This is an optimization exercise on Yosys and OpenROAD, whose aim is small area, a short achievable clock period and few clock cycles per item, not a production implementation. Where RTL was checked, it was by simulation tests only, not by an equivalence proof against the original.

==> inputs of try-amber <==
==> flow/design.v <==
module gr_pe (
    input  wire       clk,
    input  wire       rst,
    input  wire       init,        
    input  wire       obs_valid,   
    input  wire [7:0] obs_rank,
    output reg  [2:0] k
);
    reg  [15:0] sum;
    reg  [7:0]  count;
    wire [15:0] sum_next = sum + {8'd0, obs_rank};
    function [2:0] retune;
        input [15:0] s;
        begin
            if      (s[15]) retune = 3'd7;
            else if (s[14]) retune = 3'd6;
            else if (s[13]) retune = 3'd5;
            else if (s[12]) retune = 3'd4;
            else if (s[11]) retune = 3'd3;
            else if (s[10]) retune = 3'd2;
            else if (s[9])  retune = 3'd1;
            else            retune = 3'd0;
        end
    endfunction
    always @(posedge clk) begin
        if (rst || init) begin
            k     <= 3'd3;
            sum   <= 16'd0;
            count <= 8'd0;
        end else if (obs_valid) begin
            if (count == 8'd255) begin
                k     <= retune(sum_next);
                sum   <= 16'd0;
                count <= 8'd0;
            end else begin
                sum   <= sum_next;
                count <= count + 8'd1;
            end
        end
    end
endmodule
module gr_encoder (
    input  wire        clk,
    input  wire        rst,
    input  wire        in_valid,
    output wire        in_ready,
    input  wire        in_eos,
    input  wire [7:0]  in_rank,
    output reg         out_valid,
    input  wire        out_ready,
    output reg  [31:0] out_word,
    output reg         out_last
);
    wire [8:0]  in_sym = in_eos ? 9'd256 : {1'b0, in_rank};
    reg         bv;
    reg  [8:0]  bq;           
    reg  [7:0]  btail;        
    reg  [5:0]  bqk;          
    reg         beos;
    reg  [30:0] acc;          
    reg  [4:0]  cnt;          
    reg  [2:0]  zc;           
    reg         flush;        
    wire [2:0]  k;
    wire        a_eos  = in_eos;
    wire [8:0]  a_q    = in_sym >> k;
    wire [6:0]  a_r    = in_sym[6:0] & ((7'd1 << k) - 7'd1);
    wire [5:0]  a_qk   = a_q[5:0] + {3'd0, k} + 6'd1;
    wire [5:0]  pos5   = {1'b0, cnt} + {1'b0, bq[4:0]};
    wire        zstep  = (bq[8:5] != 4'd0) || pos5[5];
    wire [3:0]  zw     = bq[8:5] + {3'd0, pos5[5]};         
    wire [5:0]  tot    = {1'b0, cnt} + bqk;
    wire        wfull  = tot[5];
    wire [7:0]  t0     = btail;
    wire [8:0]  t1     = pos5[0] ? {t0, 1'b0}  : {1'b0, t0};
    wire [10:0] t2     = pos5[1] ? {t1, 2'd0}  : {2'd0, t1};
    wire [14:0] t3     = pos5[2] ? {t2, 4'd0}  : {4'd0, t2};
    wire [22:0] t4     = pos5[3] ? {t3, 8'd0}  : {8'd0, t3};
    wire [38:0] t5     = pos5[4] ? {t4, 16'd0} : {16'd0, t4};
    wire        zfit   = !(pos5[4] && pos5[3]) && !beos;
    wire        free   = !out_valid || out_ready;
    wire        zbusy  = (zc != 3'd0);
    wire        oslot  = free && !zbusy;                    
    wire        pk_out = flush || zstep || wfull || beos;   
    wire        pk_go  = (flush || bv) && (!pk_out || oslot);
    wire        bdone  = pk_go && !flush && (!zstep || zfit);
    wire        pk_goc = (flush || bv) && (!pk_out || (!out_valid && !zbusy));
    assign in_ready = !bv || (pk_goc && !flush && (!zstep || zfit));
    wire        bload  = in_valid && in_ready;
    gr_pe u_pe (
        .clk       (clk),
        .rst       (rst),
        .init      (bload && a_eos),
        .obs_valid (bload && !a_eos),
        .obs_rank  (in_rank),
        .k         (k)
    );
    always @(posedge clk) begin
        if (rst)
            bv <= 1'b0;
        else if (bload)
            bv <= 1'b1;
        else if (bdone)
            bv <= 1'b0;
    end
    always @(posedge clk) begin
        if (bload) begin
            bq    <= a_q;
            btail <= {a_r, 1'b1};
            bqk   <= a_qk;
            beos  <= a_eos;
        end else if (pk_go && !flush && zstep && !zfit) begin
            bq    <= 9'd0;
            bqk   <= bqk - bq[5:0];
        end
    end
    wire        tsend  = !(flush || zstep);
    wire [31:0] ow     = {1'b0, acc} | (t5[31:0] & {32{tsend}});
    wire        olast  = flush || (!zstep && beos && (!wfull || tot[4:0] == 5'd0));
    wire        ka     = !flush && !zstep && !wfull && !beos;
    wire        kt     = !flush && (zstep ? zfit : (!wfull && !beos));
    wire        kh     = !flush && !zstep && wfull;
    wire [30:0] acc_n  = (acc & {31{ka}}) | (t5[30:0] & {31{kt}})
                         | ({24'd0, t5[38:32]} & {31{kh}});
    wire [4:0]  cnt_n  = flush ? 5'd0 : zstep ? (zfit ? tot[4:0] : pos5[4:0])
                         : (beos && !wfull) ? 5'd0 : tot[4:0];
    always @(posedge clk) begin
        if (rst) begin
            acc       <= 31'd0;
            cnt       <= 5'd0;
            zc        <= 3'd0;
            flush     <= 1'b0;
            out_valid <= 1'b0;
        end else begin
            if (out_ready)
                out_valid <= 1'b0;
            if (zbusy && free) begin
                out_valid <= 1'b1;
                zc        <= zc - 3'd1;
            end
            if (pk_go) begin
                acc   <= acc_n;
                cnt   <= cnt_n;
                flush <= !flush && !zstep && wfull && beos && (tot[4:0] != 5'd0);
                if (pk_out)
                    out_valid <= 1'b1;
                if (!flush && zstep)
                    zc    <= zw[2:0] - 3'd1;
            end
        end
    end
    always @(posedge clk) begin
        if (zbusy && free) begin
            out_word <= 32'd0;
            out_last <= 1'b0;
        end else if (pk_go && pk_out) begin
            out_word <= ow;
            out_last <= olast;
        end
    end
endmodule
module gr_decoder (
    input  wire        clk,
    input  wire        rst,
    input  wire        in_valid,
    output wire        in_ready,
    input  wire [31:0] in_word,
    output reg         out_valid,
    input  wire        out_ready,
    output wire [7:0]  out_rank,
    output reg         out_eos
);
    localparam W = 16;
    reg  [31:0] w0, w1;       
    reg         v0, v1;       
    reg         wp;           
    reg         h0, h1;       
    reg  [5:0]  p;            
    reg  [8:0]  qacc;         
    reg  [6:0]  o_r;
    reg  [7:0]  o_q;
    reg  [2:0]  o_k;
    reg  [2:0]  k;
    reg  [7:0]  count;
    reg  [15:0] sum;
    reg         obs;          
    reg         retune;       
    reg         clr;          
    wire        full  = v0 && v1;
    assign in_ready = !full;
    wire        push  = in_valid && !full;
    wire        free  = !out_valid || out_ready;
    wire        cur   = p[5];
    wire        cv    = cur ? v1 : v0;           
    wire        nv    = cur ? v0 : v1;           
    wire [4:0]  po    = p[4:0];
    wire [63:0] ring  = {w1, w0};
    wire [46:0] l5;
    wire [30:0] l4;
    wire [22:0] l3;
    wire [18:0] l2;
    wire [16:0] l1;
    wire [W-1:0] raw, win;
    genvar gi;
    generate
        for (gi = 0; gi < 47; gi = gi + 1) begin : g_l5
            assign l5[gi] = p[5] ? ring[(gi + 32) % 64] : ring[gi];
        end
        for (gi = 0; gi < 31; gi = gi + 1) begin : g_l4
            assign l4[gi] = p[4] ? l5[gi + 16] : l5[gi];
        end
        for (gi = 0; gi < 23; gi = gi + 1) begin : g_l3
            assign l3[gi] = p[3] ? l4[gi + 8] : l4[gi];
        end
        for (gi = 0; gi < 19; gi = gi + 1) begin : g_l2
            assign l2[gi] = p[2] ? l3[gi + 4] : l3[gi];
        end
        for (gi = 0; gi < 17; gi = gi + 1) begin : g_l1
            assign l1[gi] = p[1] ? l2[gi + 2] : l2[gi];
        end
        for (gi = 0; gi < W; gi = gi + 1) begin : g_l0
            assign raw[gi] = p[0] ? l1[gi + 1] : l1[gi];
            assign win[gi] = raw[gi] && (nv || (po <= 5'd31 - gi));
        end
    endgenerate
    reg  [W-1:0] first;
    reg  [3:0]  tz;
    integer fi, fb;
    always @(*) begin
        for (fi = 0; fi < W; fi = fi + 1)
            first[fi] = win[fi] && ((win & ((16'd1 << fi) - 16'd1)) == 16'd0);
        for (fb = 0; fb < 4; fb = fb + 1) begin
            tz[fb] = 1'b0;
            for (fi = 0; fi < W; fi = fi + 1)
                if ((fi >> fb) & 1)
                    tz[fb] = tz[fb] | first[fi];
        end
    end
    wire        found = (win != {W{1'b0}});
    reg  [6:0]  rb;
    integer ri, rj;
    always @(*)
        for (rj = 0; rj < 7; rj = rj + 1) begin
            rb[rj] = 1'b0;
            for (ri = 0; ri + rj + 1 < W; ri = ri + 1)
                rb[rj] = rb[rj] | (first[ri] & win[ri + rj + 1]);
        end
    wire [6:0]  lim_s = 7'd31 - {2'd0, po} - {4'd0, k};    
    wire [3:0]  lim_w = 4'd15 - {1'b0, k};
    wire [9:0]  thr   = (10'd256 >> k) - {1'b0, qacc};       
    reg  [W-1:0] m_s, m_fit, m_lo;
    integer mi;
    always @(*)
        for (mi = 0; mi < W; mi = mi + 1) begin
            m_s[mi]   = !lim_s[6] && (lim_s[5:0] >= mi);
            m_fit[mi] = (mi <= lim_w) && (nv || m_s[mi]);
            m_lo[mi]  = !thr[9] && (thr > mi);
        end
    wire        fit   = (win & m_fit) != {W{1'b0}};
    wire        in_s  = (win & m_s) != {W{1'b0}};
    wire        d_eos = (win & m_lo) == {W{1'b0}};
    wire        lo0   = (win[7:0] == 8'd0);
    wire [5:0]  p_k   = p + {3'd0, k} + 6'd1;
    reg  [5:0]  p_fit;
    reg  [5:0]  p_ki;
    integer pi, pb;
    always @(*) begin
        p_fit = 6'd0;
        for (pi = 0; pi < W; pi = pi + 1) begin
            p_ki  = p_k + pi;
            for (pb = 0; pb < 6; pb = pb + 1)
                p_fit[pb] = p_fit[pb] | (first[pi] & p_ki[pb]);
        end
    end
    wire [5:0]  p_8   = p + 6'd8;
    wire        lowp  = (po <= 5'd16);
    wire        zfull = lowp ? !(cur ? h1 : h0) : nv;
    wire [5:0]  p_z   = zfull ? p + 6'd16 : {!cur, 5'd0};
    wire [5:0]  z     = zfull ? 6'd16 : 6'd32 - {1'b0, po};
    wire [9:0]  q_8   = {1'b0, qacc} + 10'd8;
    wire [9:0]  q_z   = {1'b0, qacc} + {4'd0, z};
    wire        go    = cv && !retune;
    wire        emit  = go && fit && free;
    wire        zrun  = go && !fit && (!found || lo0);
    wire        dropx = emit && d_eos;
    wire        drop2 = dropx && !in_s;                  
    wire        sel_fit = emit && !d_eos;
    wire [9:0]  qz    = found ? q_8 : q_z;
    wire [5:0]  p_zr  = found ? p_8 : p_z;
    wire [5:0]  p_drp = drop2 ? {cur, 5'd0} : {!cur, 5'd0};
    wire [5:0]  p_erl = dropx ? p_drp : (zrun ? p_zr : p);
    wire [5:0]  p_d   = sel_fit ? p_fit : p_erl;
    wire        clr_c = dropx || (sel_fit && (p_fit[5] != cur))
                        || (zrun && (p_zr[5] != cur));
    wire        clr0  = cur ? drop2 : clr_c;
    wire        clr1  = cur ? clr_c : drop2;
    always @(posedge clk) begin
        if (rst) begin
            v0 <= 1'b0;
            v1 <= 1'b0;
            wp <= 1'b0;
            p  <= 6'd0;
        end else begin
            p  <= p_d;
            v0 <= (v0 && !clr0) || (push && !wp);
            v1 <= (v1 && !clr1) || (push && wp);
            if (push)
                wp <= !wp;
        end
    end
    always @(posedge clk) begin
        if (push && !wp) begin
            w0 <= in_word;
            h0 <= (in_word[31:16] == 16'd0);
        end
        if (push && wp) begin
            w1 <= in_word;
            h1 <= (in_word[31:16] == 16'd0);
        end
    end
    always @(posedge clk) begin
        if (rst) begin
            qacc      <= 9'd0;
            out_valid <= 1'b0;
        end else begin
            if (out_ready)
                out_valid <= 1'b0;
            if (emit) begin
                out_valid <= 1'b1;
                qacc      <= 9'd0;
            end else if (zrun) begin
                qacc      <= qz[8] ? 9'd256 : qz[8:0];
            end
        end
    end
    always @(posedge clk) begin
        if (emit) begin
            o_r     <= rb & ((7'd1 << k) - 7'd1);
            o_q     <= qacc[7:0] + {4'd0, tz};
            o_k     <= k;
            out_eos <= d_eos;
        end
    end
    assign out_rank = out_eos ? 8'd0 : ((o_q << o_k) | {1'b0, o_r});
    wire [15:0] sum_next = sum + {8'd0, out_rank};
    wire [7:0]  count_c  = clr ? 8'd0 : count;
    function [2:0] retune_k;
        input [15:0] s;
        begin
            if      (s[15]) retune_k = 3'd7;
            else if (s[14]) retune_k = 3'd6;
            else if (s[13]) retune_k = 3'd5;
            else if (s[12]) retune_k = 3'd4;
            else if (s[11]) retune_k = 3'd3;
            else if (s[10]) retune_k = 3'd2;
            else if (s[9])  retune_k = 3'd1;
            else            retune_k = 3'd0;
        end
    endfunction
    always @(posedge clk) begin
        if (rst) begin
            k      <= 3'd3;
            count  <= 8'd0;
            sum    <= 16'd0;
            obs    <= 1'b0;
            retune <= 1'b0;
            clr    <= 1'b0;
        end else begin
            clr    <= dropx;
            obs    <= emit && !d_eos;
            retune <= emit && !d_eos && (count_c == 8'd255);
            count  <= count_c + {7'd0, emit && !d_eos};
            if (dropx)
                k <= 3'd3;
            else if (obs && retune)
                k <= retune_k(sum_next);
            if (clr || (obs && retune))
                sum <= 16'd0;
            else if (obs)
                sum <= sum_next;
        end
    end
endmodule
module gr_codec (
    input  wire        clk,
    input  wire        rst,
    input  wire        enc_in_valid,
    output wire        enc_in_ready,
    input  wire        enc_in_eos,
    input  wire [7:0]  enc_in_rank,
    output wire        enc_out_valid,
    input  wire        enc_out_ready,
    output wire [31:0] enc_out_word,
    output wire        enc_out_last,
    input  wire        dec_in_valid,
    output wire        dec_in_ready,
    input  wire [31:0] dec_in_word,
    output wire        dec_out_valid,
    input  wire        dec_out_ready,
    output wire [7:0]  dec_out_rank,
    output wire        dec_out_eos
);
    gr_encoder u_enc (
        .clk       (clk),
        .rst       (rst),
        .in_valid  (enc_in_valid),
        .in_ready  (enc_in_ready),
        .in_eos    (enc_in_eos),
        .in_rank   (enc_in_rank),
        .out_valid (enc_out_valid),
        .out_ready (enc_out_ready),
        .out_word  (enc_out_word),
        .out_last  (enc_out_last)
    );
    gr_decoder u_dec (
        .clk       (clk),
        .rst       (rst),
        .in_valid  (dec_in_valid),
        .in_ready  (dec_in_ready),
        .in_word   (dec_in_word),
        .out_valid (dec_out_valid),
        .out_ready (dec_out_ready),
        .out_rank  (dec_out_rank),
        .out_eos   (dec_out_eos)
    );
endmodule
==> flow/flow/run.sh <==
#!/bin/bash
# Standard layout, with timing repair aiming at a setup slack of 6 ns
# (the clock period and constraints are the design's).
set -euo pipefail
bash standard.sh SETUP_SLACK_MARGIN=6 finish > standard_flow.log 2>&1
==> flow/standard.sh <==
#!/bin/bash
# synth_recipe.tcl (not shown) runs the flow's synth.tcl, then flattens the netlist and writes it again
# the make line also repeats each setting of config.mk as NAME=value (left out here)
make -C /OpenROAD-flow-scripts/flow DESIGN_CONFIG=/design/flow/config.mk WORK_HOME=/design/flow/orfs CLKGATE_MAP_FILE= SYNTH_SCRIPT=/design/flow/synth_recipe.tcl "${@:-finish}"
==> flow/config.mk <==
export PLATFORM = sky130hd
export DESIGN_NAME = gr_codec
export DESIGN_NICKNAME = gr_codec
export VERILOG_FILES = /design/flow/design.v
export SDC_FILE = /design/flow/constraint.sdc
export NUM_CORES = 4
export LEC_CHECK = 0
export ABC_AREA = 1
export CAP_MARGIN = 20
export CORE_MARGIN = 2
export CORE_UTILIZATION = 40
export PLACE_DENSITY = 0.6
export SLEW_MARGIN = 20
==> flow/constraint.sdc <==
create_clock -name core_clock -period 10.0 [get_ports {clk}]
set_input_delay 2.0000 -clock core_clock [delete_from_list [all_inputs] [get_ports {clk}]]
set_output_delay 2.0000 -clock core_clock [all_outputs]
set_load 0.01 [all_outputs]
==> try-zinc (differences from try-amber) <==
--- a/flow/design.v
+++ b/flow/design.v
@@ -79,2 +79,3 @@
     wire [38:0] t5     = pos5[4] ? {t4, 16'd0} : {16'd0, t4};
+    wire [38:0] comb   = {8'd0, acc & {31{!zstep}}} | t5;
     wire        zfit   = !(pos5[4] && pos5[3]) && !beos;
@@ -116,12 +117,2 @@
     end
-    wire        tsend  = !(flush || zstep);
-    wire [31:0] ow     = {1'b0, acc} | (t5[31:0] & {32{tsend}});
-    wire        olast  = flush || (!zstep && beos && (!wfull || tot[4:0] == 5'd0));
-    wire        ka     = !flush && !zstep && !wfull && !beos;
-    wire        kt     = !flush && (zstep ? zfit : (!wfull && !beos));
-    wire        kh     = !flush && !zstep && wfull;
-    wire [30:0] acc_n  = (acc & {31{ka}}) | (t5[30:0] & {31{kt}})
-                         | ({24'd0, t5[38:32]} & {31{kh}});
-    wire [4:0]  cnt_n  = flush ? 5'd0 : zstep ? (zfit ? tot[4:0] : pos5[4:0])
-                         : (beos && !wfull) ? 5'd0 : tot[4:0];
     always @(posedge clk) begin
@@ -138,2 +129,4 @@
                 out_valid <= 1'b1;
+                out_word  <= 32'd0;
+                out_last  <= 1'b0;
                 zc        <= zc - 3'd1;
@@ -141,9 +134,33 @@
             if (pk_go) begin
-                acc   <= acc_n;
-                cnt   <= cnt_n;
-                flush <= !flush && !zstep && wfull && beos && (tot[4:0] != 5'd0);
-                if (pk_out)
+                if (flush) begin
                     out_valid <= 1'b1;
-                if (!flush && zstep)
-                    zc    <= zw[2:0] - 3'd1;
+                    out_word  <= {1'b0, acc};
+                    out_last  <= 1'b1;
+                    acc       <= 31'd0;
+                    cnt       <= 5'd0;
+                    flush     <= 1'b0;
+                end else if (zstep) begin
+                    out_valid <= 1'b1;
+                    out_word  <= {1'b0, acc};
+                    out_last  <= 1'b0;
+                    acc       <= zfit ? comb[30:0] : 31'd0;
+                    cnt       <= zfit ? tot[4:0] : pos5[4:0];
+                    zc        <= zw[2:0] - 3'd1;
+                end else if (wfull) begin
+                    out_valid <= 1'b1;
+                    out_word  <= comb[31:0];
+                    out_last  <= beos && (tot[4:0] == 5'd0);
+                    acc       <= {24'd0, comb[38:32]};
+                    cnt       <= tot[4:0];
+                    flush     <= beos && (tot[4:0] != 5'd0);
+                end else if (beos) begin
+                    out_valid <= 1'b1;
+                    out_word  <= comb[31:0];
+                    out_last  <= 1'b1;
+                    acc       <= 31'd0;
+                    cnt       <= 5'd0;
+                end else begin
+                    acc <= comb[30:0];
+                    cnt <= tot[4:0];
+                end
             end
@@ -151,11 +168,2 @@
     end
-    always @(posedge clk) begin
-        if (zbusy && free) begin
-            out_word <= 32'd0;
-            out_last <= 1'b0;
-        end else if (pk_go && pk_out) begin
-            out_word <= ow;
-            out_last <= olast;
-        end
-    end
 endmodule
@@ -176,6 +184,6 @@
     reg         wp;           
-    reg         h0, h1;       
     reg  [5:0]  p;            
     reg  [8:0]  qacc;         
-    reg  [6:0]  o_r;
+    reg  [W-2:0] o_win;
+    reg  [3:0]  o_tz;
     reg  [7:0]  o_q;
@@ -239,10 +247,2 @@
     wire        found = (win != {W{1'b0}});
-    reg  [6:0]  rb;
-    integer ri, rj;
-    always @(*)
-        for (rj = 0; rj < 7; rj = rj + 1) begin
-            rb[rj] = 1'b0;
-            for (ri = 0; ri + rj + 1 < W; ri = ri + 1)
-                rb[rj] = rb[rj] | (first[ri] & win[ri + rj + 1]);
-        end
     wire [6:0]  lim_s = 7'd31 - {2'd0, po} - {4'd0, k};    
@@ -263,16 +263,5 @@
     wire [5:0]  p_k   = p + {3'd0, k} + 6'd1;
-    reg  [5:0]  p_fit;
-    reg  [5:0]  p_ki;
-    integer pi, pb;
-    always @(*) begin
-        p_fit = 6'd0;
-        for (pi = 0; pi < W; pi = pi + 1) begin
-            p_ki  = p_k + pi;
-            for (pb = 0; pb < 6; pb = pb + 1)
-                p_fit[pb] = p_fit[pb] | (first[pi] & p_ki[pb]);
-        end
-    end
+    wire [5:0]  p_fit = p_k + {2'd0, tz};
     wire [5:0]  p_8   = p + 6'd8;
-    wire        lowp  = (po <= 5'd16);
-    wire        zfull = lowp ? !(cur ? h1 : h0) : nv;
+    wire        zfull = nv || (po <= 5'd16);
     wire [5:0]  p_z   = zfull ? p + 6'd16 : {!cur, 5'd0};
@@ -311,10 +300,6 @@
     always @(posedge clk) begin
-        if (push && !wp) begin
+        if (push && !wp)
             w0 <= in_word;
-            h0 <= (in_word[31:16] == 16'd0);
-        end
-        if (push && wp) begin
+        if (push && wp)
             w1 <= in_word;
-            h1 <= (in_word[31:16] == 16'd0);
-        end
     end
@@ -337,3 +322,4 @@
         if (emit) begin
-            o_r     <= rb & ((7'd1 << k) - 7'd1);
+            o_win   <= win[W-1:1];
+            o_tz    <= tz;
             o_q     <= qacc[7:0] + {4'd0, tz};
@@ -343,2 +329,4 @@
     end
+    wire [W-2:0] o_u   = o_win >> o_tz;
+    wire [6:0]  o_r    = o_u[6:0] & ((7'd1 << o_k) - 7'd1);
     assign out_rank = out_eos ? 8'd0 : ((o_q << o_k) | {1'b0, o_r});
==> flow/run.sh (new file) <==
#!/bin/bash
# synth_recipe.tcl (not shown) runs the flow's synth.tcl, then flattens the netlist and writes it again
# the make line also repeats each setting of config.mk as NAME=value (left out here)
make -C /OpenROAD-flow-scripts/flow DESIGN_CONFIG=/design/flow/config.mk WORK_HOME=/design/flow/orfs CLKGATE_MAP_FILE= SYNTH_SCRIPT=/design/flow/synth_recipe.tcl finish
--- a/flow/config.mk
+++ b/flow/config.mk
@@ -7,3 +7,2 @@
 export LEC_CHECK = 0
-export ABC_AREA = 1
 export CAP_MARGIN = 20
@@ -12,2 +11,3 @@
 export PLACE_DENSITY = 0.6
+export SETUP_SLACK_MARGIN = 5
 export SLEW_MARGIN = 20
removed: flow/flow/run.sh
removed: flow/standard.sh
==> try-fjord (differences from try-amber) <==
--- a/flow/design.v
+++ b/flow/design.v
@@ -86,4 +86,3 @@
     wire        bdone  = pk_go && !flush && (!zstep || zfit);
-    wire        pk_goc = (flush || bv) && (!pk_out || (!out_valid && !zbusy));
-    assign in_ready = !bv || (pk_goc && !flush && (!zstep || zfit));
+    assign in_ready = !bv || bdone;
     wire        bload  = in_valid && in_ready;
==> flow/run.sh (new file) <==
#!/bin/bash
# synth_recipe.tcl (not shown) runs the flow's synth.tcl, then flattens the netlist and writes it again
# the make line also repeats each setting of config.mk as NAME=value (left out here)
make -C /OpenROAD-flow-scripts/flow DESIGN_CONFIG=/design/flow/config.mk WORK_HOME=/design/flow/orfs CLKGATE_MAP_FILE= SYNTH_SCRIPT=/design/flow/synth_recipe.tcl finish
--- a/flow/config.mk
+++ b/flow/config.mk
@@ -7,3 +7,2 @@
 export LEC_CHECK = 0
-export ABC_AREA = 1
 export CAP_MARGIN = 20
@@ -11,3 +10,6 @@
 export CORE_UTILIZATION = 40
+export CTS_BUF_LIST = sky130_fd_sc_hd__clkbuf_8
+export CTS_CLUSTER_SIZE = 24
 export PLACE_DENSITY = 0.6
+export SETUP_SLACK_MARGIN = 5
 export SLEW_MARGIN = 20
removed: flow/flow/run.sh
removed: flow/standard.sh
==> metrics.yaml <==
status: "no timing/DRC/antenna violations"
clkPwrFrac_pct: 13.6
cts-buffers-inserted: 48
timing.rr.start: "u_dec.p[3]$_SDFFE_PP0P_"
final_common_cell: "nor2_1"
syn_area_per_cell_um2: 8.46
use_met1_pct: 34.7
layout.nonclk_buf_share_pct: 7.42
globalplace.congestion: 1.02
synth_edf_count: 108
met3_usage_pct: 4.08
cp-startpoint: "enc_out_ready"
start_kind: "input port"
grt_pass1_wl_um: 103000
detail_route.wl_per_cell_um: 21.8
[end of results for try-fjord]
==> metrics.yaml <==
met3_usage_pct: 2.85
use_met1_pct: 32.1
synth_edf_count: 108
slowest_stage: "edfxtp_1"
start_kind: "flip-flop"
htree_levels: 1
cp-startpoint: "u_enc.bq[0]$_SDFFCE_PN0P_"
grt_pass1_wl_um: 97500
powerClk_mw: 1.24
timing.rr.start: "u_dec.p[5]$_SDFFE_PP0P_"
first_pass_iters: 19
finalNonFillerCells: 3549
syn_area_per_cell_um2: 7.06
cts-buffers-inserted: 30
final_common_cell: "nand2_1"
status: "no timing/DRC/antenna violations"
layout.nonclk_buf_share_pct: 11.3
globalplace.congestion: 0.963
[end of results for try-amber]
==> metrics.yaml <==
synth_edf_count: 151
cp-startpoint: "u_dec.p[5]$_SDFFE_PP0P_"
syn_area_per_cell_um2: 8.80
detail_route.wl_per_cell_um: 19.5
status: "no timing/DRC/antenna violations"
crit_type: "reg2reg"
clkPwrFrac_pct: 21.1
use_met1_pct: 31.8
place_hpwl_um: 38900
globalplace.congestion: 0.922
cts-buffers-inserted: 31
layout.nonclk_buf_share_pct: 8.10
timing.rr.start: "u_dec.p[5]$_SDFFE_PP0P_"
final_common_cell: "a21oi_1"
start_kind: "flip-flop"
[end of results for try-zinc]
Testbench counts of try-fjord, summed over its fixed seeds: cycles 66,370, items 62,376.
For try-amber and try-zinc, only the layout was checked, not whether the RTL still works.

-- re-timing with driven ports --
The flow's constraints put no driver on any port. The routed layouts listed below were extracted and timed again, unchanged, in two steps. Step 1 (the two cells are an assumption about what drives the block):
set clk [get_ports {clk}]
set_driving_cell -lib_cell sky130_fd_sc_hd__clkbuf_16 $clk
set_driving_cell -lib_cell sky130_fd_sc_hd__buf_2 [delete_from_list [all_inputs] $clk]
Step 2 moves the port delays by t, midway between the first and last clock arrival at a register: inputs arrive t later, outputs are due t later. That takes back most of the time a late clock gives input paths. a / b / c = no drivers / after step 1 / after step 2; a / b = the first two.
run	shift t [ns]	setup slack, ns	worst hold slack (ns)	worst register clock-pin slew, ns
try-amber	0.636	5.176 / 5.120 / 5.518	0.460 / 0.460 / 0.460	0.07 / 0.07
try-zinc	0.653	4.976 / 4.972 / 4.649	0.461 / 0.461 / 0.461	0.06 / 0.06
try-fjord	0.672	5.081 / 5.060 / 4.663	0.457 / 0.457 / 0.457	0.08 / 0.08
After both steps setup and hold are still met in every run listed. The setup slack of try-fjord, which loses most, moves by -0.021 ns with the drivers and by -0.418 ns with both steps.
